This design comes from an exercise in tuning for small area on the open sky130 flow, not from production work. RTL that was checked went through simulation tests only; none was proved equivalent to the original. Only the layout flow was run in runs 3 to 8; the RTL was not checked for function there. Power figures rest on the tool's default switching activity, not on a simulated workload.

File: flow/config.mk
export PLATFORM = sky130hd
export DESIGN_NAME = stepper_core
export DESIGN_NICKNAME = stepper_core
export VERILOG_FILES = /design/flow/design.v
export SDC_FILE = /design/flow/constraint.sdc
export NUM_CORES = 4
export LEC_CHECK = 0
export CAP_MARGIN = 20
export CORE_MARGIN = 2
export CORE_UTILIZATION = 40
export SLEW_MARGIN = 20
File: flow/constraint.sdc
create_clock -name core_clock -period 20.0 [get_ports {clk}]
set_input_delay 4.0000 -clock core_clock [delete_from_list [all_inputs] [get_ports {clk}]]
set_output_delay 4.0000 -clock core_clock [all_outputs]
set_load 0.01 [all_outputs]
File: flow/design.v
module stepper_core (
    input  wire        clk,
    input  wire        rst,           
    input  wire [34:0] cfg,           
    input  wire        tick,          
    input  wire        cmd_valid,
    input  wire [35:0] cmd_word,      
    output wire        cmd_ready,
    output reg         done,
    output wire [31:0] done_result,
    output reg         write4,
    output wire [43:0] duty,          
    output wire [31:0] pin_id,
    output reg         cfg_out,
    output wire [7:0]  status         
);
    localparam [31:0] SPEED_RESET = 32'd1000;
    localparam [1:0] PH_IDLE = 2'd0;
    localparam [1:0] PH_EMIT = 2'd1;
    localparam [1:0] PH_WAIT = 2'd2;
    localparam [1:0] PH_HALT = 2'd3;
    localparam [3:0] OP_STEP      = 4'h1;
    localparam [3:0] OP_SET_SPEED = 4'h2;
    localparam [3:0] OP_GET_SPEED = 4'h3;
    reg [31:0] pin_r;
    reg [2:0]  mode;
    reg [31:0] speed;
    reg [5:0]  pos;
    reg        valid;        
    reg [1:0]  phase;
    reg [1:0]  cause;        
    reg [30:0] rem;          
    reg        dir;
    reg [30:0] tmr;          
    reg        gflag;        
    wire cfg_err = mode[2] & (mode[1] | mode[0]);
    wire m_ge1 = mode[2] | mode[1] | mode[0];
    wire m_ge2 = mode[2] | mode[1];
    wire m_ge3 = mode[2] | (mode[1] & mode[0]);
    wire m_ge4 = mode[2];
    wire [4:0] stride = {~m_ge1, m_ge1 & ~m_ge2, m_ge2 & ~m_ge3, m_ge3 & ~m_ge4, m_ge4};
    localparam [175:0] TAB_H = {16'h0001, 16'h07FE, 16'h38FE, 16'h5B3E, 16'hC94E, 16'hAC16, 16'h05DA, 16'h7606, 16'h80A0, 16'h07FE, 16'h38FE};
    localparam [175:0] TAB_L = {16'h0000, 16'hFFC0, 16'hFE38, 16'hF9B4, 16'hE526, 16'hD06A, 16'hB740, 16'hC0DC, 16'h0A02, 16'hFFC0, 16'hFE38};
    wire [10:0] dh, dl;
    genvar gb;
    generate
        for (gb = 0; gb < 11; gb = gb + 1) begin : g_tab
            wire [15:0] th = TAB_H[16*gb +: 16];
            wire [15:0] tl = TAB_L[16*gb +: 16];
            assign dh[gb] = th[pos[3:0]];
            assign dl[gb] = tl[pos[3:0]];
        end
    endgenerate
    wire [3:0]  osel = {valid & (pos[5:4] == 2'd3), valid & (pos[5:4] == 2'd2),
                        valid & (pos[5:4] == 2'd1), valid & (pos[5:4] == 2'd0)};
    assign duty[10:0]  = ({11{osel[3]}} & dh) | ({11{osel[2]}} & dl);
    assign duty[21:11] = ({11{osel[2]}} & dh) | ({11{osel[1]}} & dl);
    assign duty[32:22] = ({11{osel[1]}} & dh) | ({11{osel[0]}} & dl);
    assign duty[43:33] = ({11{osel[0]}} & dh) | ({11{osel[3]}} & dl);
    assign pin_id = pin_r;
    wire [5:0] step_v = {1'b0, stride};
    wire [5:0] next_i = dir ? (pos - step_v) : (pos + step_v);
    wire sweep_end = pos[5] & pos[4] & (pos[3] | ~m_ge1) & (pos[2] | ~m_ge2) &
                     (pos[1] | ~m_ge3) & (pos[0] | ~m_ge4);
    wire tmr_zero = ~(|tmr[30:4]) & (~tmr[3] | m_ge4) & (~tmr[2] | m_ge3) &
                    (~tmr[1] | m_ge2) & (~tmr[0] | m_ge1);
    wire [4:0]  dec_bit = {m_ge4, m_ge3 & ~m_ge4, m_ge2 & ~m_ge3, m_ge1 & ~m_ge2, ~m_ge1};
    wire [30:0] tmr_dec = tmr - ({26'd0, dec_bit} & {31{tick}});
    wire last_sweep = (rem[30:1] == 30'd0) & (rem[0] ^ dir);
    wire [3:0]  op     = cmd_word[35:32];
    wire [31:0] arg    = cmd_word[31:0];
    wire        idle   = (phase == PH_IDLE);
    wire        emit   = (phase == PH_EMIT);
    wire        waiting = (phase == PH_WAIT);
    wire        accept = cmd_valid & idle;
    assign cmd_ready   = idle;
    assign done_result = speed & {32{gflag}};
    assign status      = {2'b00, cause, 1'b0, phase == PH_HALT, cfg_err, emit | waiting};
    always @(posedge clk) begin
        gflag <= idle & (op == OP_GET_SPEED);
        tmr   <= waiting ? tmr_dec : speed[30:0];
        if (idle) begin
            dir <= arg[31];
            rem <= arg[30:0] ^ {31{arg[31]}};
        end else if (waiting & tmr_zero & sweep_end) begin
            rem <= rem - 31'd1;
        end
        if (rst) begin
            pin_r   <= cfg[31:0];
            mode    <= cfg[34:32];
            speed   <= SPEED_RESET;
            pos     <= {2'b11, cfg[34] | cfg[33] | cfg[32], cfg[34] | cfg[33],
                        cfg[34] | (cfg[33] & cfg[32]), cfg[34]};
            valid   <= 1'b0;
            phase   <= PH_IDLE;
            cause   <= 2'd0;
            done    <= 1'b0;
            write4  <= 1'b0;
            cfg_out <= 1'b1;
        end else begin
            done    <= 1'b0;
            write4  <= 1'b0;
            cfg_out <= 1'b0;
            case (phase)
                PH_IDLE: begin
                    if (accept) begin
                        case (op)
                            OP_STEP: begin
                                if (cfg_err) begin
                                    cause <= 2'd2;
                                    phase <= PH_HALT;
                                end else if (arg == 32'd0) begin
                                    done  <= 1'b1;
                                end else if (speed[31] | (speed[30:0] == 31'd0)) begin
                                    cause <= 2'd3;
                                    phase <= PH_HALT;
                                end else begin
                                    phase <= PH_EMIT;
                                end
                            end
                            OP_SET_SPEED: begin
                                speed <= arg;
                                done  <= 1'b1;
                            end
                            OP_GET_SPEED: begin
                                done  <= 1'b1;
                            end
                            default: begin
                                cause <= 2'd1;
                                phase <= PH_HALT;
                            end
                        endcase
                    end
                end
                PH_EMIT: begin
                    valid  <= 1'b1;
                    write4 <= 1'b1;
                    pos    <= next_i;
                    phase  <= PH_WAIT;
                end
                PH_WAIT: begin
                    if (tmr_zero) begin
                        if (sweep_end & last_sweep) begin
                            phase <= PH_IDLE;
                            done  <= 1'b1;
                        end else begin
                            phase <= PH_EMIT;
                        end
                    end
                end
                default: ;  
            endcase
        end
    end
endmodule
File: flow/run.sh
#!/bin/bash
# synth_recipe.tcl (not shown) runs the flow's synth.tcl, then flattens the netlist and writes it again
# the make line also repeats each setting of config.mk as NAME=value (left out here)
make -C /OpenROAD-flow-scripts/flow DESIGN_CONFIG=/design/flow/config.mk WORK_HOME=/design/flow/orfs CLKGATE_MAP_FILE= SYNTH_SCRIPT=/design/flow/synth_recipe.tcl finish
==> results.tsv, run 1 <==
stage	metric	value	unit
power	sw_frac_of_total	39.01	%
logic_synthesis	syn_inst	902	
finish	nFillCells	1842	
setup_path	endpoint_kind	output port	
grt	grt-ovfl-total	0	
hold_path	hold_path_end	tmr[18]	
clock_tree	clk_pin_slew_worst_paths	0.07	ns
placement	dp_cells	1310	
clock_tree	clkLatencyLatePin	0.43	ns
power	peakVddDrop	0.00007320	V
timing	setup_viol	0	
timing	finalCriticalPeriod	6.977	ns
routing	first_iter_violations	412	
power	p_int	0.7912	mW
timing	clock.fmax	143.3	MHz
clock_tree	post_cts_buffers	0	
floorplanning	initial_core_util	40.38	%
routing	drcViolationCount	0	
logic_synthesis	ys_warn_count	1	
finish	multi_input_area	4183	um2
finish	area_growth	32.08	%
logic_synthesis	synth-seq-cells	145	
clock_tree	cts-htree-levels	4	
setup_path	cp_slowest_stage_delay	0.63	ns
power	leakage	3.736	nW
setup_path	r2r-start	mode[2]	
timing	maxSlewViolCount	0	
outcome	status	timing/DRC/antenna clean	
logic_synthesis	synth-edff-count	71	
floorplanning	ios	195	
clock_tree	ctsHoldBuffers	0	
grt	gr-usage-all-layers	20.92	%
setup_path	crit_type	flip-flop to output port	
finish	layout.area.seq	3613	um2
placement	portBuffers	191	
setup_path	cp_top_family	compound AO/OA/AOI/OAI gates	
grt	antenna_found_initial	0	
timing	fin_tns_setup	0	ns
clock_tree	cts_made_buffers	17	
logic_synthesis	ys_seq_area_share	44.51	%
routing	viasPerCell	5.276	
setup_path	rr_endpoint	tmr[30]	
power	pwr-share-clk	23.4	%
power	seqPwrFrac	38.1	%
setup_path	start_kind	flip-flop	
timing	rsz0062_at_grt	false	
setup_path	reg2reg_depth	11	
hold_path	hp-start	tmr[18]	
floorplanning	dieArea	21450	um2
timing	fin_crit_sh	34.89	%
placement	dp_hpwl	16180	um
timing	finalClockSkew	0.01058	ns
finish	antenna_cells	0	
logic_synthesis	postSynth.asyncResetShare	0	%
clock_tree	cts.sinks	145	
grt	grt_max_degree	88	
finish	final_nets	1156	
grt	grt_pass1_wl	35860	um
finish	fin_cells	1342	
routing	vias	7080	
setup_path	path_max_fanout	11	
floorplanning	die_h	146.5	um
setup_path	required	16.00	ns
clock_tree	cts-root-buf	clkbuf_16	
clock_tree	cts_tree	done	
timing	hold_violations	0	
clock_tree	cts_buffer_depth	2	
logic_synthesis	synth.avg_cell_area	9.001	um2
setup_path	crit_buf_inv	2	
placement	gp_congestion	0.8351	
setup_path	crit_chain	inv_1 > ha_1 > nor2_1 > a21oi_1 > o21ai_0 > o22ai_1 > clkdlybuf4s50_1	
floorplanning	rows	52	
setup_path	cp.arrival	2.98	ns
hold_path	hold_path.class	flip-flop to flip-flop	
routing	antenna_left	0	
power	powerDensity	121.0	nW/um2
power	power.share.combinational	38.5	%
logic_synthesis	synth_top_flop_cell	dfxtp_1	
timing	worst_pin_slew	0.9431	ns
power	power.switching	0.5061	mW
routing	wl	22360	um
setup_path	slowest_stage	edfxtp_1	
routing	drt_first_pass_iters	4	
clock_tree	ctsResizeCount	0	
run	maxCapViolations	0	
logic_synthesis	synth_area	8119	um2
setup_path	reg2reg_setup_slack	16.74	ns
logic_synthesis	yosys.cell_types.count	62	
hold_path	hold_depth	2	
finish	drive_gt1_share	5.597	%
timing	slew_headroom	37.12	%
grt	grt_pass1_vias	6743	
routing	wl_per_cell	16.66	um
floorplanning	core	20100	um2
floorplanning	die-width	146.5	um
## metrics by stage
stage	worst slack (ns)	area [um2]	hold slack [ns]	power, mW	utilization, %
finish	13.02	10720	0.4687	1.297	53.34
global route	12.82	10720	0.4962	1.386	53.34
global placement	13.28	10160	0.4553	0.9906	50.53
CTS	13.03	10720	0.4724	1.304	53.34
floorplan	14.02	8127	0.4422	0.8306	-
detailed placement	13.27	10160	0.4625	0.9960	50.53
## synth_stat cells, drive strengths merged, types with 7 or more instances
| master | number | area [um2] |
|---|---|---|
| a211oi | 7 | 52.55 |
| a21oi | 82 | 410.4 |
| and2 | 35 | 219.0 |
| buf | 19 | 120.1 |
| clkbuf | 43 | 161.4 |
| dfxtp | 74 | 1481 |
| edfxtp | 71 | 2132 |
| ha | 20 | 250.2 |
| inv | 18 | 67.56 |
| nand2 | 112 | 420.4 |
| nand2b | 9 | 56.30 |
| nand3 | 17 | 85.08 |
| nand3b | 14 | 108.9 |
| nor2 | 81 | 311.6 |
| nor3 | 25 | 135.1 |
| nor4 | 29 | 187.7 |
| nor4b | 8 | 76.32 |
| o21ai | 36 | 180.2 |
| o22ai | 35 | 219.0 |
| xnor2 | 38 | 332.8 |
| xor2 | 50 | 437.9 |
## layout make-up
type	instances	share of cell area [%]
flip-flops and latches	145	33.70
multi-input cells	678	39.00
well taps	270	3.150
clock inverters	15	1.295
clock buffers	17	3.967
inverters	19	0.6650
repair buffers	198	18.22
## logic make-up after synthesis
kind of cell	synth area share [%]
compound gates	13.78
fa+ha+maj	3.575
other cells	0.04619
flops	44.51
mux	1.156
buf+inv	4.346
simple gates	23.10
xor+xnor	9.493
## cells in the final DEF (no fill, tap or decap), drive strengths merged, types with 35 or more instances in the layout
| cell | synthesis | final |
|---|---|---|
| xor2 | 50 | 50 |
| nand2 | 112 | 112 |
| and2 | 35 | 35 |
| dfxtp | 74 | 74 |
| xnor2 | 38 | 38 |
| clkdlybuf4s50 | 0 | 189 |
| nor2 | 81 | 81 |
| a21oi | 82 | 82 |
| edfxtp | 71 | 71 |
| o21ai | 36 | 36 |
| o22ai | 35 | 35 |
## state kept, by name (all words and copies together), names as in the netlist
signal and flops:
dir 1, pin_r 32, done 1, mode 3
speed 32, write4 1, phase 2, rem 31
gflag 1, pos 6, tmr 31, cfg_out 1
valid 1, cause 2
## tightest hold or removal path, cell delays in order (launching register included)
cell and delay [ns]:
dfxtp_1 0.31, o31ai_1 0.06, a21oi_1 0.05
## power by group through the flow
stage / combinational (mW) / sequential [mW] / clock (mW)
after floorplan: 0.357 / 0.473 / 0
after global placement: 0.493 / 0.498 / 0
after detailed placement: 0.497 / 0.499 / 0
after CTS: 0.500 / 0.494 / 0.310
after global routing: 0.557 / 0.506 / 0.324
final: 0.499 / 0.494 / 0.304
## layer usage
layer | GRT usage, % | up-vias | wire, um
met2 | 33.99 | 244 | 10350
met1 | 27.86 | 3290 | 10260
li1 | - | 3520 | -
met3 | 5.219 | 26 | 1358
met4 | 5.777 | 0 | 393
met5 | 0 | - | 0
## how the worst max path moves through the flow
| stage | from | to | slack (ns) | depth (start not counted) |
|---|---|---|---|---|
| final | pos[1] | duty[5] | 13.02 | 7 |
| after global routing | pos[3] | duty[8] | 12.82 | 6 |
| after CTS | pos[1] | duty[5] | 13.03 | 7 |
| after detailed placement | tick | tmr[30] | 13.27 | 11 |
| after global placement | tick | tmr[30] | 13.28 | 11 |
| after floorplan | tick | tmr[30] | 14.02 | 10 |
==> inputs of run 2 (changes only) <==
==> flow/flow/run.sh (new file) <==
#!/bin/bash
set -o pipefail
export BUFFER_PORTS_ARGS="-buffer_cell sky130_fd_sc_hd__buf_1"
export CTS_ARGS="-sink_clustering_enable -repair_clock_nets -dont_use_dummy_load"
bash standard.sh > standard.log 2>&1
==> flow/standard.sh (new file) <==
#!/bin/bash
# synth_recipe.tcl (not shown) runs the flow's synth.tcl, then flattens the netlist and writes it again
# the make line also repeats each setting of config.mk as NAME=value (left out here)
make -C /OpenROAD-flow-scripts/flow DESIGN_CONFIG=/design/flow/config.mk WORK_HOME=/design/flow/orfs CLKGATE_MAP_FILE= SYNTH_SCRIPT=/design/flow/synth_recipe.tcl "${@:-finish}"
removed: flow/run.sh
==> run 2 against run 1 <==
Net effect:
- critical path type unchanged
- count of clock-buffer cells in the layout unchanged
- synthesized cell count unchanged
- sequential share of layout area up 4.7 points
- critical endpoint unchanged
==> results.tsv, run 2 <==
stage	metric	value	unit
grt	grt_pass1_wl	34490	um
finish	layout_commonest_cell	buf_1	
clock_tree	cts_tree	done	
finish	fin_util	46.78	%
logic_synthesis	synth_common_cells	nand2_1, a21oi_1, nor2_1	
outcome	status	timing/DRC/antenna clean	
routing	vias	7042	
setup_path	cp-endpoint	duty[5]	
logic_synthesis	synth.avg_cell_area	9.001	um2
placement	dp_hpwl	15750	um
timing	maxSlewViolCount	0	
clock_tree	ctsHoldBuffers	0	
logic_synthesis	synth_compound_area_share	13.78	%
finish	layout_common_cells	buf_1, nand2_1, a21oi_1	
logic_synthesis	syn_inst	902	
run	maxCapViolations	0	
routing	first_iter_violations	374	
clock_tree	clk_pin_slew_worst_paths	0.06	ns
timing	finalClockSkew	0.01869	ns
placement	gp_congestion	0.8480	
placement	pre_cts_slack	13.61	ns
timing	setup_viol	0	
placement	portBuffers	191	
placement	place_area	8969	um2
routing	wl_per_cell	16.27	um
logic_synthesis	synth_most_common_cell	nand2_1	
logic_synthesis	synthMuxAreaShare	1.156	%
logic_synthesis	yosys.cell_types.count	62	
timing	fin_crit_sh	33.32	%
clock_tree	clkLatencyLatePin	0.41	ns
timing	finalCriticalPeriod	6.663	ns
power	total_power	1.202	mW
logic_synthesis	synthSimpleGateAreaFrac	23.10	%
finish	nFillCells	2040	
setup_path	path_max_fanout	11	
logic_synthesis	synth_top_family_by_area	simple AND/OR/NAND/NOR gates	
setup_path	r2r-start	tmr[5]	
logic_synthesis	synth_top_area_share	26.26	%
finish	antenna_cells	0	
logic_synthesis	synth_fa_ha_area_share	3.575	%
power	leakage	3.200	nW
setup_path	reg2reg_setup_slack	16.74	ns
setup_path	reg2reg_depth	6	
setup_path	rr_endpoint	rem[28]	
grt	grt_max_degree	74	
floorplanning	die-width	146.5	um
clock_tree	post_cts_buffers	0	
logic_synthesis	synth-edff-count	71	
hold_path	hold_depth	2	
floorplanning	rows	52	
floorplanning	ios	195	
clock_tree	cts_buffer_depth	2	
logic_synthesis	postSynth.asyncResetShare	0	%
setup_path	endpoint_kind	output port	
setup_path	start_kind	flip-flop	
finish	final_area	9405	um2
logic_synthesis	synth_top_flop_cell	dfxtp_1	
setup_path	required	16.00	ns
placement	dp_cells	1309	
clock_tree	cts-root-buf	clkbuf_16	
timing	fin_tns_setup	0	ns
timing	worst_pin_slew	0.8910	ns
logic_synthesis	synth_area	8119	um2
floorplanning	die_h	146.5	um
timing	timing.hold.ws	0.4775	ns
logic_synthesis	synth_top_area_cell	edfxtp_1	
setup_path	cp.arrival	2.66	ns
routing	drcViolationCount	0	
grt	grt_pass1_vias	6561	
grt	antenna_found_initial	0	
floorplanning	dieArea	21450	um2
finish	drive_gt1_share	4.167	%
floorplanning	core	20100	um2
finish	top_regs	pin_r: 32 flops, speed: 32 flops	
logic_synthesis	ys_warn_count	1	
floorplanning	initial_core_util	40.38	%
power	powerDensity	127.8	nW/um2
routing	antenna_left	0	
clock_tree	cts_made_buffers	17	
logic_synthesis	synth-seq-cells	145	
routing	viasPerCell	5.311	
routing	wl	21570	um
timing	clock.fmax	150.1	MHz
clock_tree	ctsResizeCount	0	
finish	final_nets	1155	
logic_synthesis	synth_xor_area_share	9.493	%
hold_path	hold_path.class	flip-flop to flip-flop	
logic_synthesis	ys_seq_area_share	44.51	%
power	peakVddDrop	0.00006659	V
finish	area_growth	15.84	%
setup_path	crit_type	flip-flop to output port	
timing	rsz0062_at_grt	false	
finish	fin_cells	1326	
clock_tree	cts.sinks	145	
timing	setup_ws	13.34	ns
grt	grt-ovfl-total	0	
grt	gr-usage-all-layers	20.02	%
timing	slew_headroom	40.60	%
clock_tree	cts-htree-levels	4	
setup_path	cp-startpoint	pos[1]	
routing	drt_first_pass_iters	4	
timing	hold_violations	0	
logic_synthesis	synth_area_leaders	edfxtp_1, dfxtp_1, xor2_1, nand2_1, a21oi_1	
==> run 2: cell counts after synthesis <==
Identical to the previous run, type by type.
==> run 2: power breakdown <==
group,internal (mW),switching [mW],leakage [nW]
registers,0.412,0.0843,1.30
clock network,0.147,0.106,0.209
logic,0.173,0.280,1.69
total,0.732,0.470,3.20
==> run 2: layout make-up <==
type / count / area, um2 / area share [%]
Clock buffer: 17 / 425.4 / 4.523
Inverter: 19 / 71.32 / 0.7583
Multi-Input combinational cell: 678 / 4193 / 44.58
Sequential cell: 145 / 3613 / 38.42
Tap cell: 270 / 337.8 / 3.592
Timing Repair Buffer: 197 / 764.5 / 8.128
==> run 2: logic make-up (layout without fill, tap and decap cells) <==
family,Yosys count,count (layout)
and+or+nand+nor,366,366
AOI/OAI and AO/OA,190,190
DFF,145,145
xor gates and xnor gates,88,88
buffers and inverters,81,233
adders and majority gates,22,22
muxes,9,9
other,1,3
==> run 2: how the worst min path moves through the flow <==
stage,start,endpoint,slack [ns]
2_1_floorplan,tmr[18],tmr[18],0.44
3_3_place_gp,tmr[18],tmr[18],0.46
3_5_place_dp,tmr[18],tmr[18],0.47
4_1_cts,speed[31],speed[31],0.48
5_1_grt,speed[31],speed[31],0.50
6_report,speed[31],speed[31],0.48
==> run 2: worst max-delay path, stage by stage (launching register included) <==
cell and delay, ns:
edfxtp_1 0.64, inv_1 0.15, ha_1 0.36, nor2_1 0.18, a21oi_1 0.06, o21ai_0 0.51, o22ai_1 0.18, buf_1 0.16
==> run 2: layer usage <==
metal / share of wire (%) / global-route usage (%) / routed length, um
met4: 1.8 / 6.068 / 399
met2: 47 / 33.04 / 10050
met5: 0 / 0 / 0
met3: 5.9 / 3.656 / 1281
met1: 46 / 26.85 / 9839
==> inputs of run 3 (changes only) <==
--- a/flow/design.v
+++ b/flow/design.v
@@ -79,12 +79,8 @@
     always @(posedge clk) begin
         gflag <= idle & (op == OP_GET_SPEED);
         tmr   <= waiting ? tmr_dec : speed[30:0];
-        if (idle) begin
-            dir <= arg[31];
-            rem <= arg[30:0] ^ {31{arg[31]}};
-        end else if (waiting & tmr_zero & sweep_end) begin
-            rem <= rem - 31'd1;
-        end
+        if (idle) dir <= arg[31];
+        rem <= idle ? (arg[30:0] ^ {31{arg[31]}}) : (rem - {30'd0, waiting & tmr_zero & sweep_end});
         if (rst) begin
             pin_r   <= cfg[31:0];
             mode    <= cfg[34:32];
==> flow/flow/run.sh (replaced) <==
#!/bin/bash
set -o pipefail
export BUFFER_PORTS_ARGS="-buffer_cell sky130_fd_sc_hd__buf_1"
export CTS_ARGS="-sink_clustering_enable -repair_clock_nets -dont_use_dummy_load -buf_list sky130_fd_sc_hd__clkbuf_8"
bash standard.sh > standard.log 2>&1
--- a/flow/config.mk
+++ b/flow/config.mk
@@ -7,5 +7,5 @@
 export LEC_CHECK = 0
 export CAP_MARGIN = 20
 export CORE_MARGIN = 2
-export CORE_UTILIZATION = 40
+export CORE_UTILIZATION = 65
 export SLEW_MARGIN = 20
==> run 3 against run 2 <==
Net effect:
- still clean
- register-to-register slack lost 0.46 ns
- utilization grew 27 points
- area after synthesis shrank 3.9%
- final area shrank 7.3%
- die area shrank 40%
- synthesized cell count grew 0.33%
- critical path depth shrank 1
- final cell count shrank 9.3%
- flip-flop and latch count is the same
- first-iteration DRC count grew 73%
- global-route usage grew 9.7 points
- critical endpoint is now duty[8]
==> results.tsv, run 3 <==
stage	metric	value	unit
logic_synthesis	synth-seq-cells	145	
setup_path	cp-endpoint	duty[8]	
hold_path	hold_path.class	flip-flop to flip-flop	
routing	antenna_left	0	
floorplanning	initial_core_util	65.81	%
power	power.share.combinational	38.8	%
setup_path	cp_top_family	flip-flops	
setup_path	crit_buf_inv	2	
power	leakage	3.083	nW
setup_path	cp.arrival	2.58	ns
placement	gp_congestion	0.8999	
routing	viasPerCell	5.771	
logic_synthesis	synth_common_cells	nand2_1, dfxtp_1, a21oi_1	
setup_path	crit_chain	inv_1 > nor2_1 > nor2_1 > o22ai_1 > o22ai_1 > buf_1	
routing	first_iter_violations	647	
grt	grt_pass1_vias	6117	
logic_synthesis	yosys.cell_types.count	55	
clock_tree	cts-htree-levels	4	
clock_tree	clkLatencyLatePin	0.46	ns
grt	grt_util_met2	50.38	%
logic_synthesis	postSynth.asyncResetShare	0	%
setup_path	slowest_stage	edfxtp_1	
floorplanning	dieArea	12900	um2
setup_path	rr_endpoint	rem[20]	
floorplanning	rows	40	
power	p_int	0.6114	mW
setup_path	cp-startpoint	pos[3]	
logic_synthesis	syn_inst	905	
timing	worst_pin_slew	1.085	ns
timing	finalClockSkew	0.03246	ns
logic_synthesis	synth_top_flop_cell	dfxtp_1	
finish	layout_common_cells	buf_1, nand2_1, dfxtp_1	
floorplanning	die-width	113.6	um
setup_path	crit_cells	6	
grt	grt_max_degree	89	
logic_synthesis	synth-edff-count	40	
timing	rsz0062_at_grt	false	
logic_synthesis	ys_warn_count	1	
logic_synthesis	synth_most_common_cell	nand2_1	
clock_tree	cts.sinks	145	
power	seqPwrFrac	44.7	%
clock_tree	cts_buffer_depth	2	
setup_path	start_kind	flip-flop	
finish	drive_gt1_share	3.977	%
logic_synthesis	synth_area	7806	um2
floorplanning	ios	195	
logic_synthesis	synth_top_area_share	26.93	%
grt	grt_pass1_wl	30580	um
power	pwr-share-clk	16.5	%
clock_tree	ctsResizeCount	0	
finish	final_nets	1157	
power	powerDensity	115.8	nW/um2
routing	drt_first_pass_iters	7	
logic_synthesis	synth.avg_cell_area	8.626	um2
setup_path	required	16.00	ns
outcome	status	timing/DRC/antenna clean	
floorplanning	die_h	113.6	um
timing	slew_headroom	27.65	%
placement	dp_hpwl	14020	um
finish	fin_util	73.48	%
finish	fin_cells	1203	
routing	wl_per_cell	16.02	um
grt	grt-ovfl-total	0	
timing	maxSlewViolCount	0	
grt	met3_usage	6.429	%
logic_synthesis	synth_top_area_cell	dfxtp_1	
finish	area_growth	11.65	%
setup_path	endpoint_kind	output port	
grt	gr-usage-met1	38.40	%
grt	gr-usage-all-layers	29.72	%
setup_path	reg2reg_depth	11	
grt	busiest_layer	met2	
placement	dp_cells	1186	
placement	portBuffers	191	
grt	antenna_found_initial	0	
timing	fin_crit_sh	32.90	%
routing	vias	6943	
clock_tree	cts_made_buffers	17	
setup_path	path_max_fanout	25	
finish	top_regs	pin_r: 32 flops, speed: 32 flops	
run	maxCapViolations	0	
logic_synthesis	ys_seq_area_share	42.31	%
power	power.switching	0.3981	mW
clock_tree	post_cts_buffers	0	
clock_tree	cts_tree	done	
clock_tree	ctsHoldBuffers	0	
timing	clock.fmax	152.0	MHz
floorplanning	core	11860	um2
timing	finalCriticalPeriod	6.579	ns
timing	hold_violations	0	
timing	setup_viol	0	
clock_tree	clk_pin_slew_worst_paths	0.07	ns
setup_path	cp_slowest_stage_delay	0.87	ns
finish	antenna_cells	0	
hold_path	hp-start	cause[0]	
clock_tree	cts-root-buf	clkbuf_8	
placement	pre_cts_slack	13.70	ns
setup_path	r2r-start	tmr[22]	
setup_path	crit_type	flip-flop to output port	
setup_path	reg2reg_setup_slack	16.28	ns
finish	layout_commonest_cell	buf_1	
logic_synthesis	synth_area_leaders	dfxtp_1, edfxtp_1, nand2_1, xnor2_1, a21oi_1	
power	peakVddDrop	0.00007404	V
routing	wl	19270	um
timing	fin_tns_setup	0	ns
routing	drcViolationCount	0	
timing	setup_ws	13.42	ns
power	sw_frac_of_total	39.44	%
[run 3: cell types whose count changed after synthesis, moves of 6 or more]
cell,delta
or3_1,+6
dfxtp_1,+31
mux2i_1,+9
edfxtp_1,-31
xnor2_1,+10
xor2_1,-6
o21ai_0,+9
o21ai_1,-9
[run 3: worst min path at each step]
stage / end / slack, ns / cells past startpoint
5_1_grt: cause[0] / 0.49 / 2
2_1_floorplan: speed[31] / 0.44 / 2
3_5_place_dp: cause[0] / 0.45 / 2
4_1_cts: cause[0] / 0.46 / 2
3_3_place_gp: cause[0] / 0.44 / 2
6_report: cause[0] / 0.46 / 2
[run 3: area by class of cell]
cell class              instances  area [um2]
multi-input cells             677        4155
flip-flops and latches        145        3303
fillers                       992        3146
repair buffers                197       764.5
clock buffers                  17       234.0
well taps                     147       183.9
inverters                      20       75.07
[run 3: worst register-to-register path, stage by stage (launching register included)]
cell and delay (ns):
dfxtp_1 0.35, or4_1 0.57, or3_1 0.37, or3_1 0.35, or4_4 0.46, nor2_1 0.13
ha_1 0.24, ha_1 0.31, nand3_1 0.25, nor3b_1 0.32, xnor2_1 0.15, mux2i_1 0.08
[run 3: layer usage]
metal | part of all wire (%) | wire length (um) | vias to the layer above
met5 | 0 | 0 | -
met4 | 1.8 | 354 | 0
met3 | 6.0 | 1154 | 34
met2 | 50 | 9576 | 239
met1 | 42 | 8184 | 3233
li1 | - | - | 3437
[run 3: kinds of logic after synthesis]
family                   count (synthesis)  share of synthesized area, %
multiplexers                            20                         2.693
flip-flops                             145                         42.31
AO/OA/AOI/OAI                          175                         12.66
other                                    1                       0.04804
buffers and inverters                   85                         4.680
adder cells (fa/ha/maj)                 24                         4.039
XOR/XNOR                                92                         10.32
AND/OR/NAND/NOR                        363                         23.24
[run 3: stage by stage]
stage / total power [mW] / area, um2 / hold slack [ns]
after detailed placement: 0.8417 / 8482 / 0.4533
final: 1.010 / 8716 / 0.4609
after global routing: 1.082 / 8716 / 0.4913
after global placement: 0.8333 / 8482 / 0.4443
after CTS: 1.009 / 8716 / 0.4633
after floorplan: 0.7505 / 7814 / 0.4447
[run 3: power groups by stage]
stage	Clock [mW]	Sequential, mW	Combinational [mW]
global route	0.180	0.463	0.439
floorplan	0	0.433	0.318
detailed placement	0	0.456	0.386
global placement	0	0.454	0.380
CTS	0.169	0.450	0.390
finish	0.166	0.451	0.392
==> inputs of run 4 (changes only) <==
==> flow/flow/run.sh (replaced) <==
#!/bin/bash
set -o pipefail
export BUFFER_PORTS_ARGS="-buffer_cell sky130_fd_sc_hd__buf_1"
export CTS_ARGS="-sink_clustering_enable -repair_clock_nets -dont_use_dummy_load -buf_list sky130_fd_sc_hd__clkbuf_16 -sink_clustering_size 60 -sink_clustering_max_diameter 150"
bash standard.sh > standard.log 2>&1
==> run 4 against run 3 <==
Net effect:
- clock power up 49%
- critical path depth unchanged
- final area increased by 2.3%
- global-route usage increased by 0.29 points
- critical path type unchanged
- critical endpoint unchanged
==> results.tsv, run 4 <==
stage	metric	value	unit
grt	grt_max_degree	89	
clock_tree	cts-root-buf	clkbuf_16	
grt	gr-usage-all-layers	30.01	%
floorplanning	dieArea	12900	um2
setup_path	rr_endpoint	rem[20]	
setup_path	cp.arrival	2.53	ns
finish	layout_common_cells	buf_1, nand2_1, dfxtp_1	
placement	gp_congestion	0.8999	
timing	timing.hold.ws	0.4795	ns
logic_synthesis	synth.avg_cell_area	8.626	um2
logic_synthesis	synth_top_area_share	26.93	%
clock_tree	clkLatencyLatePin	0.42	ns
finish	top_regs	pin_r: 32 flops, speed: 32 flops	
timing	setup_ws	13.47	ns
setup_path	r2r-start	tmr[22]	
clock_tree	cts.sinks	145	
timing	finalCriticalPeriod	6.529	ns
power	sw_frac_of_total	37.43	%
grt	grt_pass1_vias	6214	
routing	drcViolationCount	0	
routing	viasPerCell	5.816	
logic_synthesis	synth-seq-cells	145	
power	total_power	1.093	mW
logic_synthesis	postSynth.asyncResetShare	0	%
power	leakage	3.176	nW
finish	drive_gt1_share	4.068	%
logic_synthesis	syn_inst	905	
logic_synthesis	yosys.cell_types.count	55	
timing	rsz0062_at_grt	false	
timing	clock.fmax	153.2	MHz
power	pwr-share-clk	22.7	%
timing	fin_tns_setup	0	ns
hold_path	hold_path.class	flip-flop to flip-flop	
routing	vias	7003	
power	peakVddDrop	0.00008041	V
setup_path	start_kind	flip-flop	
power	seqPwrFrac	41.4	%
timing	finalClockSkew	0.01803	ns
power	powerDensity	122.6	nW/um2
power	power.switching	0.4092	mW
logic_synthesis	synth_most_common_cell	nand2_1	
placement	dp_hpwl	14020	um
timing	slew_headroom	29.40	%
floorplanning	die_h	113.6	um
clock_tree	ctsHoldBuffers	0	
routing	antenna_left	0	
clock_tree	ctsResizeCount	0	
outcome	status	timing/DRC/antenna clean	
logic_synthesis	synth_top_area_cell	dfxtp_1	
finish	antenna_cells	0	
clock_tree	cts-htree-levels	4	
placement	pre_cts_slack	13.70	ns
finish	layout_commonest_cell	buf_1	
grt	grt_pass1_wl	30860	um
setup_path	cp-endpoint	duty[8]	
floorplanning	core	11860	um2
logic_synthesis	synth_area_leaders	dfxtp_1, edfxtp_1, nand2_1, xnor2_1, a21oi_1	
routing	wl	19470	um
floorplanning	initial_core_util	65.81	%
power	p_int	0.6841	mW
setup_path	reg2reg_setup_slack	16.32	ns
run	maxCapViolations	0	
logic_synthesis	ys_warn_count	1	
timing	maxSlewViolCount	0	
setup_path	cp-startpoint	pos[3]	
finish	nFillCells	942	
timing	setup_viol	0	
routing	wl_per_cell	16.17	um
clock_tree	cts_made_buffers	17	
grt	antenna_found_initial	0	
logic_synthesis	synth_common_cells	nand2_1, dfxtp_1, a21oi_1	
routing	drt_first_pass_iters	5	
clock_tree	clk_pin_slew_worst_paths	0.05	ns
floorplanning	die-width	113.6	um
setup_path	required	16.00	ns
logic_synthesis	synth_top_flop_cell	dfxtp_1	
timing	worst_pin_slew	1.044	ns
finish	area_growth	14.25	%
clock_tree	cts_buffer_depth	2	
timing	hold_violations	0	
clock_tree	cts_tree	done	
setup_path	crit_type	flip-flop to output port	
logic_synthesis	ys_seq_area_share	42.31	%
setup_path	path_max_fanout	25	
power	power.share.combinational	35.9	%
finish	final_nets	1158	
routing	first_iter_violations	601	
floorplanning	rows	40	
logic_synthesis	synth_area	7806	um2
setup_path	reg2reg_depth	11	
setup_path	endpoint_kind	output port	
clock_tree	post_cts_buffers	0	
floorplanning	ios	195	
grt	grt-ovfl-total	0	
placement	portBuffers	191	
timing	fin_crit_sh	32.65	%
logic_synthesis	synth-edff-count	40	
[run 4: cell counts after synthesis]
Identical to the previous run, type by type.
[run 4: how the worst min path moves through the flow]
stage / slack (ns) / cells past startpoint / startpoint / endpoint
2_1_floorplan: 0.44 / 2 / speed[31] / speed[31]
3_3_place_gp: 0.44 / 2 / cause[0] / cause[0]
3_5_place_dp: 0.45 / 2 / cause[0] / cause[0]
4_1_cts: 0.48 / 2 / cause[0] / cause[0]
5_1_grt: 0.50 / 2 / speed[31] / speed[31]
6_report: 0.48 / 2 / cause[0] / cause[0]
[run 4: critical path: stages (launching register included)]
cell and delay [ns]:
edfxtp_1 0.86, inv_1 0.30, nor2_1 0.24, nor2_1 0.07
o22ai_1 0.27, o22ai_1 0.20, buf_1 0.18
[run 4: final cells by class]
| class | count | area [um2] | share of cell area [%] |
|---|---|---|---|
| flip-flops and latches | 145 | 3303 | 37.04 |
| clock buffers | 17 | 425.4 | 4.770 |
| inverters | 20 | 75.07 | 0.8418 |
| well taps | 147 | 183.9 | 2.062 |
| multi-input cells | 677 | 4155 | 46.59 |
| repair buffers | 198 | 775.7 | 8.698 |
[run 4: logic make-up (layout without fill, tap and decap cells)]
kind of cell,count (synthesis),after routing,synth area share (%)
DFF,145,145,42.31
adders and majority gates,24,24,4.039
and+or+nand+nor,363,363,23.24
AOI/OAI and AO/OA,175,175,12.66
other,1,3,0.04804
xor gates and xnor gates,92,92,10.32
buffers and inverters,85,235,4.680
muxes,20,20,2.693
[run 4: metal layers]
layer	routed length [um]	part of all wire, %	vias to the layer above	track usage (%)
li1	-	-	3453	-
met1	8116	42	3263	37.91
met2	9854	51	259	51.98
met3	1221	6.3	28	7.067
met4	276	1.4	0	7.967
met5	0	0	-	0
[run 4: power groups by stage]
stage | clock [mW] | combinational [mW] | sequential, mW
floorplan | 0 | 0.318 | 0.433
global placement | 0 | 0.380 | 0.454
detailed placement | 0 | 0.386 | 0.456
CTS | 0.250 | 0.390 | 0.451
global route | 0.262 | 0.440 | 0.464
finish | 0.248 | 0.393 | 0.453
[run 4: metrics by stage]
step / utilization, % / instance area (um2) / std cells
2_1_floorplan: - / 7814 / 907
3_3_place_gp: 71.51 / 8482 / 1186
3_5_place_dp: 71.51 / 8482 / 1186
4_1_cts: 75.09 / 8907 / 1203
5_1_grt: 75.19 / 8919 / 1204
6_report: 75.19 / 8919 / 1204
==> inputs of run 5 (changes only) <==
==> flow/flow/run.sh (replaced) <==
#!/bin/bash
set -o pipefail
export BUFFER_PORTS_ARGS="-buffer_cell sky130_fd_sc_hd__buf_1"
export CTS_ARGS="-sink_clustering_enable -repair_clock_nets -dont_use_dummy_load -buf_list sky130_fd_sc_hd__clkbuf_8 -sink_clustering_size 40 -sink_clustering_max_diameter 100"
bash standard.sh > standard.log 2>&1
==> run 5 against run 4 <==
Net effect:
- still clean
- worst setup slack lost 0.050 ns
- clock skew grew 0.014 ns
- combinational power is essentially flat
- synthesized cell count is the same
- sequential power is essentially flat
- utilization shrank 1.7 points
- wire length shrank 1.0%
- critical path type unchanged
- largest power group unchanged
==> results.tsv, run 5 <==
stage	metric	value	unit
clock_tree	cts_tree	done	
logic_synthesis	synth_top_area_share	26.93	%
clock_tree	ctsResizeCount	0	
clock_tree	clk_pin_slew_worst_paths	0.07	ns
timing	worst_pin_slew	1.085	ns
clock_tree	ctsHoldBuffers	0	
logic_synthesis	synth.avg_cell_area	8.626	um2
timing	finalClockSkew	0.03246	ns
logic_synthesis	syn_inst	905	
routing	drt-met1-wl	8184	um
finish	layout_common_cells	buf_1, nand2_1, dfxtp_1	
power	power.switching	0.3981	mW
finish	area_growth	11.65	%
placement	gp_congestion	0.8999	
clock_tree	cts_made_buffers	17	
finish	nFillCells	992	
routing	antenna_left	0	
placement	place_area	8482	um2
timing	rsz0062_at_grt	false	
routing	first_iter_violations	647	
floorplanning	initial_core_util	65.81	%
timing	finalCriticalPeriod	6.579	ns
routing	top_layer	met4	
finish	layout.area.seq	3303	um2
timing	fin_crit_sh	32.90	%
power	pwr-share-clk	16.5	%
logic_synthesis	synth_area	7806	um2
logic_synthesis	synth_top_flop_cell	dfxtp_1	
routing	wl	19270	um
floorplanning	die_h	113.6	um
clock_tree	cts-root-buf	clkbuf_8	
routing	wl_met3	1154	um
timing	hold_violations	0	
routing	viasPerCell	5.771	
power	leakage	3.083	nW
timing	slew_headroom	27.65	%
clock_tree	cts.sinks	145	
logic_synthesis	postSynth.asyncResetShare	0	%
run	maxCapViolations	0	
grt	grt-ovfl-total	0	
logic_synthesis	synth-edff-count	40	
power	sw_frac_of_total	39.44	%
placement	portBuffers	191	
logic_synthesis	ys_seq_area_share	42.31	%
setup_path	required	16.00	ns
clock_tree	cts-htree-levels	4	
grt	antenna_found_initial	0	
timing	maxSlewViolCount	0	
finish	final_area	8716	um2
finish	multi_input_area	4155	um2
power	total_power	1.010	mW
setup_path	endpoint_kind	output port	
outcome	status	timing/DRC/antenna clean	
routing	wl_per_cell	16.02	um
setup_path	start_kind	flip-flop	
setup_path	cp.arrival	2.58	ns
logic_synthesis	synth_top_area_cell	dfxtp_1	
routing	dr_wl_met2	9576	um
power	power.share.combinational	38.8	%
finish	antenna_cells	0	
setup_path	crit_type	flip-flop to output port	
logic_synthesis	synth-seq-cells	145	
power	powerDensity	115.8	nW/um2
logic_synthesis	synth_most_common_cell	nand2_1	
power	p_int	0.6114	mW
finish	top_regs	pin_r: 32 flops, speed: 32 flops	
clock_tree	clkLatencyLatePin	0.46	ns
routing	vias	6943	
logic_synthesis	synth_common_cells	nand2_1, dfxtp_1, a21oi_1	
floorplanning	dieArea	12900	um2
logic_synthesis	ys_warn_count	1	
grt	grt_max_degree	89	
clock_tree	post_cts_buffers	0	
timing	clock.fmax	152.0	MHz
floorplanning	die-width	113.6	um
finish	final_nets	1157	
grt	grt_pass1_wl	30580	um
timing	setup_viol	0	
power	seqPwrFrac	44.7	%
setup_path	path_max_fanout	25	
timing	fin_tns_setup	0	ns
routing	drt_first_pass_iters	7	
logic_synthesis	yosys.cell_types.count	55	
floorplanning	core	11860	um2
floorplanning	rows	40	
hold_path	hold_path.class	flip-flop to flip-flop	
finish	drive_gt1_share	3.977	%
floorplanning	ios	195	
clock_tree	cts_buffer_depth	2	
grt	grt_pass1_vias	6117	
placement	dp_hpwl	14020	um
routing	drcViolationCount	0	
logic_synthesis	synth_area_leaders	dfxtp_1, edfxtp_1, nand2_1, xnor2_1, a21oi_1	
grt	gr-usage-all-layers	29.72	%
finish	layout_commonest_cell	buf_1	
power	peakVddDrop	0.00007404	V
==> run 5: power by group through the flow <==
stage | combinational (mW) | sequential (mW) | clock [mW]
2_1_floorplan | 0.318 | 0.433 | 0
3_3_place_gp | 0.380 | 0.454 | 0
3_5_place_dp | 0.386 | 0.456 | 0
4_1_cts | 0.390 | 0.450 | 0.169
5_1_grt | 0.439 | 0.463 | 0.180
6_report | 0.392 | 0.451 | 0.166
==> run 5: cell families after synthesis <==
group	synth area share, %
other cells	0.04804
buf+inv	4.680
mux	2.693
xor+xnor	10.32
simple gates	23.24
compound gates	12.66
flops	42.31
fa+ha+maj	4.039
==> run 5: worst max-delay path, stage by stage, from the launching register on <==
cell	delay, ns
edfxtp_1	0.87
inv_1	0.30
nor2_1	0.24
nor2_1	0.07
o22ai_1	0.28
o22ai_1	0.20
buf_1	0.18
==> run 5: cell type report <==
cell class	count	area share (%)
well taps	147	2.110
inverters	20	0.8613
flip-flops and latches	145	37.90
clock buffers	17	2.684
multi-input cells	677	47.67
repair buffers	197	8.771
==> run 5: layer usage <==
layer  global-route usage, %  vias to the layer above
met4                   8.943                        0
li1                        -                     3437
met5                       0                        -
met2                   50.38                      239
met1                   38.40                     3233
met3                   6.429                       34
==> run 5: final timing paths <==
check                               from  endpoint  slack [ns]  cells after the start
worst max-delay path              pos[3]   duty[8]       13.42                      6
worst min-delay path            cause[0]  cause[0]        0.46                      2
worst max register to register   tmr[22]   rem[20]       16.28                     11
worst min register to register  cause[0]  cause[0]        0.46                      2
==> run 5: per-stage QoR <==
step | utilization, % | worst slack, ns | instances | hold slack [ns]
after floorplan | - | 14.01 | 907 | 0.4447
after CTS | 73.48 | 13.44 | 1203 | 0.4633
after global placement | 71.51 | 13.75 | 1186 | 0.4443
after detailed placement | 71.51 | 13.70 | 1186 | 0.4533
final | 73.48 | 13.42 | 1203 | 0.4609
after global routing | 73.48 | 13.21 | 1203 | 0.4913
==> inputs of run 6 (changes only) <==
==> flow/flow/run.sh (replaced) <==
#!/bin/bash
set -o pipefail
export BUFFER_PORTS_ARGS="-buffer_cell sky130_fd_sc_hd__buf_1"
export CTS_ARGS="-sink_clustering_enable -repair_clock_nets -dont_use_dummy_load -buf_list sky130_fd_sc_hd__clkbuf_16 -sink_clustering_size 60 -sink_clustering_max_diameter 150 -sink_buffer_max_cap_derate 1.0 -sink_clustering_levels 1"
bash standard.sh > standard.log 2>&1
==> run 6 against run 5 <==
Net effect:
- worst setup slack better by 0.050 ns
- still clean on timing, DRC and antenna
- clock skew is 0.014 ns lower
- clock power is 49% higher
- largest cell class unchanged
- flip-flop and latch count stayed put
==> results.tsv, run 6 <==
stage	metric	value	unit
logic_synthesis	synth_top_area_cell	dfxtp_1	
logic_synthesis	ys_warn_count	1	
logic_synthesis	synthMuxAreaShare	2.693	%
timing	worst_pin_slew	1.044	ns
finish	drive_gt1_share	4.068	%
setup_path	cp.arrival	2.53	ns
routing	drt_first_pass_iters	5	
setup_path	path_max_fanout	25	
clock_tree	clkLatencyLatePin	0.42	ns
power	leakage	3.176	nW
logic_synthesis	synth-seq-cells	145	
logic_synthesis	synth_area	7806	um2
setup_path	slowest_stage	edfxtp_1	
power	powerDensity	122.6	nW/um2
clock_tree	ctsResizeCount	0	
routing	drcViolationCount	0	
logic_synthesis	synth_fa_ha_area_share	4.039	%
grt	grt_pass1_vias	6214	
grt	grt_max_degree	89	
routing	wl	19470	um
timing	rsz0062_at_grt	false	
timing	finalCriticalPeriod	6.529	ns
hold_path	hold_depth	2	
setup_path	start_kind	flip-flop	
floorplanning	initial_core_util	65.81	%
logic_synthesis	synth_common_cells	nand2_1, dfxtp_1, a21oi_1	
clock_tree	cts.sinks	145	
logic_synthesis	synth_area_leaders	dfxtp_1, edfxtp_1, nand2_1, xnor2_1, a21oi_1	
clock_tree	cts_made_buffers	17	
finish	fin_util	75.19	%
setup_path	cp_top_family	flip-flops	
routing	vias	7003	
timing	hold_violations	0	
grt	grt_pass1_wl	30860	um
timing	setup_viol	0	
finish	layout_common_cells	buf_1, nand2_1, dfxtp_1	
clock_tree	cts-root-buf	clkbuf_16	
finish	nFillCells	942	
finish	layout_commonest_cell	buf_1	
placement	dp_hpwl	14020	um
grt	gr-usage-all-layers	30.01	%
timing	slew_headroom	29.40	%
clock_tree	clk_pin_slew_worst_paths	0.05	ns
setup_path	required	16.00	ns
floorplanning	die-width	113.6	um
floorplanning	die_h	113.6	um
logic_synthesis	synth.avg_cell_area	8.626	um2
logic_synthesis	synth_most_common_cell	nand2_1	
placement	gp_congestion	0.8999	
timing	finalClockSkew	0.01803	ns
floorplanning	ios	195	
logic_synthesis	synthSimpleGateAreaFrac	23.24	%
timing	fin_tns_setup	0	ns
logic_synthesis	synth_top_area_share	26.93	%
finish	top_regs	pin_r: 32 flops, speed: 32 flops	
finish	area_growth	14.25	%
logic_synthesis	synth_top_flop_cell	dfxtp_1	
routing	viasPerCell	5.816	
setup_path	crit_buf_inv	2	
logic_synthesis	yosys.cell_types.count	55	
floorplanning	rows	40	
routing	wl_per_cell	16.17	um
floorplanning	dieArea	12900	um2
logic_synthesis	syn_inst	905	
logic_synthesis	synth_xor_area_share	10.32	%
setup_path	crit_chain	inv_1 > nor2_1 > nor2_1 > o22ai_1 > o22ai_1 > buf_1	
clock_tree	cts_buffer_depth	2	
power	peakVddDrop	0.00008041	V
grt	grt-ovfl-total	0	
routing	first_iter_violations	601	
placement	portBuffers	191	
grt	antenna_found_initial	0	
outcome	status	timing/DRC/antenna clean	
routing	antenna_left	0	
logic_synthesis	postSynth.asyncResetShare	0	%
setup_path	reg2reg_depth	11	
timing	maxSlewViolCount	0	
setup_path	crit_type	flip-flop to output port	
clock_tree	cts_tree	done	
setup_path	crit_cells	6	
clock_tree	ctsHoldBuffers	0	
finish	final_nets	1158	
hold_path	hold_path.class	flip-flop to flip-flop	
logic_synthesis	synth_compound_area_share	12.66	%
clock_tree	cts-htree-levels	4	
logic_synthesis	ys_seq_area_share	42.31	%
setup_path	endpoint_kind	output port	
timing	clock.fmax	153.2	MHz
logic_synthesis	synth-edff-count	40	
floorplanning	core	11860	um2
logic_synthesis	synth_top_family_by_area	simple AND/OR/NAND/NOR gates	
clock_tree	post_cts_buffers	0	
setup_path	cp_slowest_stage_delay	0.86	ns
timing	fin_crit_sh	32.65	%
run	maxCapViolations	0	
finish	antenna_cells	0	
## run 6: cell count changes in the layout (fill, tap and decap cells not counted)
cell       change
buf_6          +1
clkbuf_16     +17
clkbuf_8      -17
## run 6: kinds of logic (layout without fill, tap and decap cells)
| family | count (synthesis) | count (layout) |
|---|---|---|
| and+or+nand+nor | 363 | 363 |
| muxes | 20 | 20 |
| adders and majority gates | 24 | 24 |
| buffers and inverters | 85 | 235 |
| DFF | 145 | 145 |
| xor gates and xnor gates | 92 | 92 |
| other | 1 | 3 |
| AOI/OAI and AO/OA | 175 | 175 |
## run 6: area by class of cell
| type | count | area, um2 | share of cell area [%] |
|---|---|---|---|
| repair buffers | 198 | 775.7 | 8.698 |
| inverters | 20 | 75.07 | 0.8418 |
| multi-input cells | 677 | 4155 | 46.59 |
| clock buffers | 17 | 425.4 | 4.770 |
| flip-flops and latches | 145 | 3303 | 37.04 |
| well taps | 147 | 183.9 | 2.062 |
## run 6: routing by layer
layer,part of all wire (%),track usage (%)
met5,0,0
met4,1.4,7.967
met3,6.3,7.067
met2,51,51.98
met1,42,37.91
## run 6: through the flow
stage / hold WS, ns / total power, mW / setup slack, ns / cells / area (um2)
CTS: 0.4763 / 1.092 / 13.48 / 1203 / 8907
detailed placement: 0.4533 / 0.8417 / 13.70 / 1186 / 8482
global route: 0.4998 / 1.166 / 13.24 / 1204 / 8919
global placement: 0.4443 / 0.8333 / 13.75 / 1186 / 8482
finish: 0.4795 / 1.093 / 13.47 / 1204 / 8919
floorplan: 0.4447 / 0.7505 / 14.01 / 907 / 7814
## run 6: final timing paths
check	start	endpoint	slack (ns)
setup / recovery	pos[3]	duty[8]	13.47
hold / removal	cause[0]	cause[0]	0.48
setup reg to reg	tmr[22]	rem[20]	16.32
hold reg to reg	cause[0]	cause[0]	0.48
## run 6: worst min-delay path: stages (launching register included)
cell and delay [ns]:
dfxtp_1 0.32, nand2_1 0.06, a21oi_1 0.05
## run 6: report_power, final
group | internal (mW) | switching (mW)
sequential | 0.376 | 0.0765
clock | 0.147 | 0.101
combinational | 0.161 | 0.231
==> inputs of run 7 (changes only) <==
==> flow/flow/run.sh (replaced) <==
#!/bin/bash
set -o pipefail
export BUFFER_PORTS_ARGS="-buffer_cell sky130_fd_sc_hd__buf_1"
export CTS_ARGS="-sink_clustering_enable -repair_clock_nets -dont_use_dummy_load -buf_list sky130_fd_sc_hd__clkbuf_8 -sink_clustering_size 40 -sink_clustering_max_diameter 100 -sink_buffer_max_cap_derate 1.0"
bash standard.sh > standard.log 2>&1
==> run 7 against run 6 <==
Net effect:
- highest routed layer unchanged
- die area stayed put
- sequential share of layout area is 0.86 points higher
- sequential power hardly changed
- critical path type unchanged
==> results.tsv, run 7 <==
stage	metric	value	unit
logic_synthesis	synth_top_area_cell	dfxtp_1	
logic_synthesis	ys_seq_area_share	42.31	%
finish	top_regs	pin_r: 32 flops, speed: 32 flops	
finish	layout_commonest_cell	buf_1	
timing	fin_crit_sh	32.90	%
grt	gr-usage-all-layers	29.72	%
clock_tree	clk_pin_slew_worst_paths	0.07	ns
logic_synthesis	synth_top_area_share	26.93	%
finish	drive_gt1_share	3.977	%
setup_path	path_max_fanout	25	
timing	setup_viol	0	
clock_tree	cts_tree	done	
floorplanning	die_h	113.6	um
hold_path	hold_path.class	flip-flop to flip-flop	
routing	antenna_left	0	
logic_synthesis	synth_area_leaders	dfxtp_1, edfxtp_1, nand2_1, xnor2_1, a21oi_1	
logic_synthesis	synth_area	7806	um2
routing	drcViolationCount	0	
grt	grt_max_degree	89	
finish	multi_input_area	4155	um2
timing	clock.fmax	152.0	MHz
clock_tree	cts_buffer_depth	2	
setup_path	endpoint_kind	output port	
logic_synthesis	postSynth.asyncResetShare	0	%
placement	dp_cells	1186	
finish	final_nets	1157	
placement	portBuffers	191	
logic_synthesis	synth_top_flop_cell	dfxtp_1	
routing	wl	19270	um
timing	worst_pin_slew	1.085	ns
finish	nFillCells	992	
timing	rsz0062_at_grt	false	
outcome	status	timing/DRC/antenna clean	
timing	fin_tns_setup	0	ns
clock_tree	cts.sinks	145	
timing	finalCriticalPeriod	6.579	ns
clock_tree	clkLatencyLatePin	0.46	ns
finish	layout_common_cells	buf_1, nand2_1, dfxtp_1	
finish	antenna_cells	0	
logic_synthesis	synth.avg_cell_area	8.626	um2
grt	busiest_layer	met2	
floorplanning	dieArea	12900	um2
placement	dp_hpwl	14020	um
finish	fin_cells	1203	
timing	maxSlewViolCount	0	
routing	viasPerCell	5.771	
routing	wl_per_cell	16.02	um
clock_tree	ctsResizeCount	0	
placement	gp_congestion	0.8999	
logic_synthesis	synth_common_cells	nand2_1, dfxtp_1, a21oi_1	
setup_path	crit_chain	inv_1 > nor2_1 > nor2_1 > o22ai_1 > o22ai_1 > buf_1	
clock_tree	post_cts_buffers	0	
routing	vias	6943	
clock_tree	cts-htree-levels	4	
floorplanning	ios	195	
run	maxCapViolations	0	
floorplanning	die-width	113.6	um
placement	place_area	8482	um2
logic_synthesis	ys_warn_count	1	
logic_synthesis	yosys.cell_types.count	55	
grt	met3_usage	6.429	%
clock_tree	ctsHoldBuffers	0	
floorplanning	initial_core_util	65.81	%
logic_synthesis	synth-edff-count	40	
timing	finalClockSkew	0.03246	ns
routing	first_iter_violations	647	
timing	timing.hold.ws	0.4609	ns
timing	hold_violations	0	
grt	grt_pass1_wl	30580	um
grt	antenna_found_initial	0	
setup_path	cp_top_family	flip-flops	
power	total_power	1.010	mW
logic_synthesis	synth_most_common_cell	nand2_1	
grt	grt_util_met2	50.38	%
placement	pre_cts_slack	13.70	ns
finish	layout.area.seq	3303	um2
power	leakage	3.083	nW
routing	drt_first_pass_iters	7	
timing	setup_ws	13.42	ns
setup_path	crit_type	flip-flop to output port	
setup_path	slowest_stage	edfxtp_1	
logic_synthesis	syn_inst	905	
power	powerDensity	115.8	nW/um2
grt	grt-ovfl-total	0	
clock_tree	cts_made_buffers	17	
setup_path	cp.arrival	2.58	ns
floorplanning	rows	40	
logic_synthesis	synth-seq-cells	145	
timing	slew_headroom	27.65	%
finish	fin_util	73.48	%
clock_tree	cts-root-buf	clkbuf_8	
floorplanning	core	11860	um2
finish	area_growth	11.65	%
setup_path	required	16.00	ns
grt	grt_pass1_vias	6117	
grt	gr-usage-met1	38.40	%
setup_path	start_kind	flip-flop	
setup_path	crit_buf_inv	2	
setup_path	cp_slowest_stage_delay	0.87	ns
power	peakVddDrop	0.00007404	V
finish	final_area	8716	um2
run 7: kinds of logic after synthesis:
logic type               share of synthesized area, %
AO/OA/AOI/OAI                                   12.66
XOR/XNOR                                        10.32
adder cells (fa/ha/maj)                         4.039
buffers and inverters                           4.680
flip-flops                                      42.31
multiplexers                                    2.693
other                                         0.04804
AND/OR/NAND/NOR                                 23.24
run 7: final timing paths:
path | cells after the start | from | slack [ns] | end
setup / recovery | 6 | pos[3] | 13.42 | duty[8]
hold / removal | 2 | cause[0] | 0.46 | cause[0]
setup reg to reg | 11 | tmr[22] | 16.28 | rem[20]
hold reg to reg | 2 | cause[0] | 0.46 | cause[0]
run 7: worst register-to-register path, delay by kind of cell, from the launching register on:
family / cells / cell delay, ns
and+or+nand+nor: 7 / 2.45
adders and majority gates: 2 / 0.55
xor gates and xnor gates: 1 / 0.15
muxes: 1 / 0.08
DFF: 1 / 0.35
run 7: report_power, final:
part	total, mW	leakage (nW)	switching, mW	internal, mW
clock	0.166	0.122	0.0917	0.0747
sequential	0.451	1.26	0.0756	0.376
combinational	0.392	1.70	0.231	0.161
total	1.01	3.08	0.398	0.611
run 7: metal layers:
metal	up-vias	part of all wire [%]	wire length, um
met5	-	0	0
met4	0	1.8	354
met3	34	6.0	1154
met2	239	50	9576
met1	3233	42	8184
li1	3437	-	-
run 7: layout make-up:
class	count	area share (%)
clock buffer	17	2.684
inverter	20	0.8613
multi-input combinational	677	47.67
sequential	145	37.90
tap	147	2.110
timing repair buffer	197	8.771
==> inputs of run 8 (changes only) <==
--- a/flow/design.v
+++ b/flow/design.v
@@ -31,8 +31,7 @@
     reg [1:0]  cause;        
     reg [30:0] rem;          
     reg        dir;
-    reg [30:0] tmr;          
-    reg        gflag;        
+    reg [31:0] tmr;
     wire cfg_err = mode[2] & (mode[1] | mode[0]);
     wire m_ge1 = mode[2] | mode[1] | mode[0];
     wire m_ge2 = mode[2] | mode[1];
@@ -65,7 +64,23 @@
     wire tmr_zero = ~(|tmr[30:4]) & (~tmr[3] | m_ge4) & (~tmr[2] | m_ge3) &
                     (~tmr[1] | m_ge2) & (~tmr[0] | m_ge1);
     wire [4:0]  dec_bit = {m_ge4, m_ge3 & ~m_ge4, m_ge2 & ~m_ge3, m_ge1 & ~m_ge2, ~m_ge1};
-    wire [30:0] tmr_dec = tmr - ({26'd0, dec_bit} & {31{tick}});
+    wire [30:0] tmr_bw;    
+    assign tmr_bw[0] = tick & dec_bit[0];
+    genvar gt;
+    generate for (gt = 1; gt < 31; gt = gt + 1) begin : g_tb
+        if (gt < 5) begin : g_lo
+            assign tmr_bw[gt] = (tick & dec_bit[gt]) | (tmr_bw[gt-1] & ~tmr[gt-1]);
+        end else begin : g_hi
+            assign tmr_bw[gt] = tmr_bw[gt-1] & ~tmr[gt-1];
+        end
+    end endgenerate
+    wire [30:0] tmr_dec = tmr[30:0] ^ tmr_bw;
+    wire [30:0] rem_bw;
+    assign rem_bw[0] = waiting & tmr_zero & sweep_end;
+    genvar gr;
+    generate for (gr = 1; gr < 31; gr = gr + 1) begin : g_rb
+        assign rem_bw[gr] = rem_bw[gr-1] & ~rem[gr-1];
+    end endgenerate
     wire last_sweep = (rem[30:1] == 30'd0) & (rem[0] ^ dir);
     wire [3:0]  op     = cmd_word[35:32];
     wire [31:0] arg    = cmd_word[31:0];
@@ -74,13 +89,17 @@
     wire        waiting = (phase == PH_WAIT);
     wire        accept = cmd_valid & idle;
     assign cmd_ready   = idle;
-    assign done_result = speed & {32{gflag}};
+    assign done_result = tmr;
     assign status      = {2'b00, cause, 1'b0, phase == PH_HALT, cfg_err, emit | waiting};
     always @(posedge clk) begin
-        gflag <= idle & (op == OP_GET_SPEED);
-        tmr   <= waiting ? tmr_dec : speed[30:0];
+        if (waiting & ~tmr_zero)
+            tmr <= {1'b0, tmr_dec};
+        else if (emit | (idle & (op == OP_GET_SPEED)))
+            tmr <= speed;
+        else
+            tmr <= 32'd0;
         if (idle) dir <= arg[31];
-        rem <= idle ? (arg[30:0] ^ {31{arg[31]}}) : (rem - {30'd0, waiting & tmr_zero & sweep_end});
+        rem <= idle ? (arg[30:0] ^ {31{arg[31]}}) : (rem ^ rem_bw);
         if (rst) begin
             pin_r   <= cfg[31:0];
             mode    <= cfg[34:32];
==> flow/flow/run.sh (replaced) <==
#!/bin/bash
set -o pipefail
export BUFFER_PORTS_ARGS="-buffer_cell sky130_fd_sc_hd__buf_1"
export CTS_ARGS="-sink_clustering_enable -repair_clock_nets -dont_use_dummy_load -buf_list sky130_fd_sc_hd__clkbuf_8"
bash standard.sh > standard.log 2>&1
--- a/flow/config.mk
+++ b/flow/config.mk
@@ -6,6 +6,6 @@
 export NUM_CORES = 4
 export LEC_CHECK = 0
 export CAP_MARGIN = 20
-export CORE_MARGIN = 2
-export CORE_UTILIZATION = 65
+export CORE_AREA = 2.3 2.72 103.96 119.68
+export DIE_AREA = 0 0 106.26 122.4
 export SLEW_MARGIN = 20
==> run 8 against run 7 <==
Net effect:
- sequential share of layout area increased by 1.3 points
- critical path type is now primary input to flip-flop
- via count decreased by 8.8%
- clock power about the same
- final cell count decreased by 8.1%
- largest cell class unchanged
- non-clock buffer count decreased by 3
- first-iteration DRC count decreased by 23%
- register-to-register slack got worse by 3.8 ns
==> results.tsv, run 8 <==
stage	metric	value	unit
outcome	status	timing/DRC/antenna clean	
routing	vias	6330	
setup_path	crit_type	primary input to flip-flop	
grt	grt_max_degree	88	
logic_synthesis	ys_seq_area_share	43.76	%
finish	antenna_cells	0	
floorplanning	core	11890	um2
clock_tree	cts-root-buf	clkbuf_8	
timing	clock.fmax	95.26	MHz
logic_synthesis	synth_fa_ha_area_share	12.53	%
setup_path	path_max_fanout	5	
logic_synthesis	synthSimpleGateAreaFrac	14.11	%
timing	slew_headroom	26.32	%
routing	wl	17950	um
grt	grt-ovfl-total	0	
run	maxCapViolations	0	
timing	maxSlewViolCount	0	
logic_synthesis	synth-edff-count	40	
finish	nFillCells	987	
routing	drt_first_pass_iters	6	
routing	viasPerCell	5.729	
power	power.switching	0.3776	mW
grt	grt_pass1_vias	6070	
floorplanning	die-width	106.3	um
finish	area_growth	11.50	%
timing	hold_violations	0	
setup_path	start_kind	primary input	
clock_tree	clk_pin_slew_worst_paths	0.07	ns
timing	setup_viol	0	
timing	finalCriticalPeriod	10.50	ns
timing	fin_tns_setup	0	ns
logic_synthesis	synth_compound_area_share	12.05	%
logic_synthesis	synth_top_flop_cell	dfxtp_1	
clock_tree	cts_buffer_depth	2	
setup_path	endpoint_kind	flip-flop	
grt	grt_pass1_wl	28450	um
finish	layout.area.seq	3303	um2
floorplanning	rows	43	
grt	antenna_found_initial	0	
grt	gr-usage-all-layers	27.87	%
logic_synthesis	synthMuxAreaShare	5.105	%
placement	portBuffers	191	
setup_path	cp_slowest_stage_delay	0.22	ns
setup_path	required	20.29	ns
finish	layout_common_cells	buf_1, dfxtp_1, nand2_1	
placement	gp_congestion	0.8407	
finish	multi_input_area	3649	um2
finish	top_regs	pin_r: 32 flops, speed: 32 flops, tmr: 32 flops	
power	sw_frac_of_total	38.87	%
routing	first_iter_violations	499	
logic_synthesis	synth_most_common_cell	dfxtp_1	
clock_tree	cts_tree	done	
timing	timing.hold.ws	0.4724	ns
timing	finalClockSkew	0.02899	ns
routing	drcViolationCount	0	
routing	antenna_left	0	
finish	layout_commonest_cell	buf_1	
clock_tree	cts_made_buffers	17	
power	power.share.combinational	39.9	%
setup_path	crit_buf_inv	1	
logic_synthesis	synth_common_cells	dfxtp_1, nand2_1, inv_1	
routing	wl_per_cell	16.24	um
clock_tree	cts-htree-levels	4	
hold_path	hold_path.class	flip-flop to flip-flop	
clock_tree	clkLatencyLatePin	0.44	ns
placement	dp_hpwl	13660	um
timing	fin_crit_sh	52.49	%
power	leakage	3.312	nW
logic_synthesis	postSynth.asyncResetShare	0	%
clock_tree	ctsHoldBuffers	0	
logic_synthesis	synth-seq-cells	145	
power	powerDensity	115.4	nW/um2
finish	drive_gt1_share	4.641	%
setup_path	cp_top_family	adder cells	
power	peakVddDrop	0.00006750	V
floorplanning	ios	195	
clock_tree	cts.sinks	145	
power	p_int	0.5939	mW
timing	worst_pin_slew	1.105	ns
setup_path	slowest_stage	a31o_2	
power	seqPwrFrac	42.7	%
logic_synthesis	synth.avg_cell_area	9.567	um2
clock_tree	ctsResizeCount	0	
logic_synthesis	synth_xor_area_share	4.293	%
power	pwr-share-clk	17.4	%
finish	final_nets	1100	
clock_tree	post_cts_buffers	0	
floorplanning	initial_core_util	63.49	%
logic_synthesis	ys_warn_count	1	
timing	rsz0062_at_grt	false	
logic_synthesis	synth_top_family_by_area	simple AND/OR/NAND/NOR gates	
floorplanning	dieArea	13010	um2
logic_synthesis	synth_top_area_share	27.85	%
logic_synthesis	synth_area	7548	um2
logic_synthesis	syn_inst	789	
setup_path	cp.arrival	10.79	ns
logic_synthesis	synth_top_area_cell	dfxtp_1	
logic_synthesis	synth_area_leaders	dfxtp_1, edfxtp_1, ha_1, mux2i_1, nand2_1	
logic_synthesis	yosys.cell_types.count	65	
floorplanning	die_h	122.4	um
setup_path	critPathMostFrequentCell	ha_1	
==> run 8: worst register-to-register path, delay by kind of cell, from the launching register on <==
family,cells,cell delay (ns)
adders and majority gates,30,5.48
DFF,1,0.56
and+or+nand+nor,2,0.41
AOI/OAI and AO/OA,5,0.88
xor gates and xnor gates,1,0.12
==> run 8: kinds of logic (layout without fill, tap and decap cells) <==
family / after synthesis / in the layout
compound gates: 151 / 151
buf+inv: 132 / 289
other cells: 1 / 3
simple gates: 211 / 211
fa+ha+maj: 75 / 75
xor+xnor: 37 / 37
flops: 145 / 145
mux: 37 / 37
==> run 8: cell type report <==
class	instances	share of cell area, %
well taps	157	2.334
multi-input cells	514	43.35
inverters	78	3.479
clock buffers	17	2.780
flip-flops and latches	145	39.24
repair buffers	194	8.815
==> run 8: path summary, 6_finish.rpt <==
| path | startpoint | to | slack, ns | depth (start not counted) |
|---|---|---|---|---|
| setup / recovery | tick | tmr[30] | 9.50 | 38 |
| hold / removal | cause[0] | cause[0] | 0.47 | 2 |
| setup reg to reg | mode[2] | tmr[30] | 12.44 | 38 |
| hold reg to reg | cause[0] | cause[0] | 0.47 | 2 |
==> run 8: stage by stage <==
stage,total power [mW],utilization [%],instances,setup slack [ns],instance area (um2)
final,0.9714,70.79,1105,9.502,8417
after global routing,1.043,70.79,1105,9.154,8417
after CTS,0.9741,70.79,1105,9.483,8417
after detailed placement,0.8080,68.82,1088,9.078,8183
after global placement,0.7879,68.82,1088,9.266,8183
after floorplan,0.7144,-,791,9.670,7556
==> run 8: per-layer routing <==
| layer | vias to the layer above | wire length (um) | GRT usage (%) |
|---|---|---|---|
| met5 | - | 0 | 0 |
| met4 | 0 | 339 | 8.635 |
| met3 | 33 | 1068 | 5.417 |
| met2 | 245 | 9650 | 53.77 |
| met1 | 2975 | 6890 | 30.60 |
| li1 | 3077 | - | - |
==> run 8: power groups by stage <==
| stage | sequential (mW) | clock [mW] | combinational [mW] |
|---|---|---|---|
| after floorplan | 0.410 | 0 | 0.305 |
| after global placement | 0.419 | 0 | 0.369 |
| after detailed placement | 0.421 | 0 | 0.387 |
| after CTS | 0.415 | 0.170 | 0.389 |
| after global routing | 0.423 | 0.180 | 0.440 |
| final | 0.415 | 0.169 | 0.388 |

Setup slack of run 8, layout unchanged: 9.502 ns with ideal ports, 9.518 ns with driving cells assumed (clock clkbuf_16, inputs buf_2), 9.050 ns with port delays also shifted by the 0.469 ns mid clock arrival.
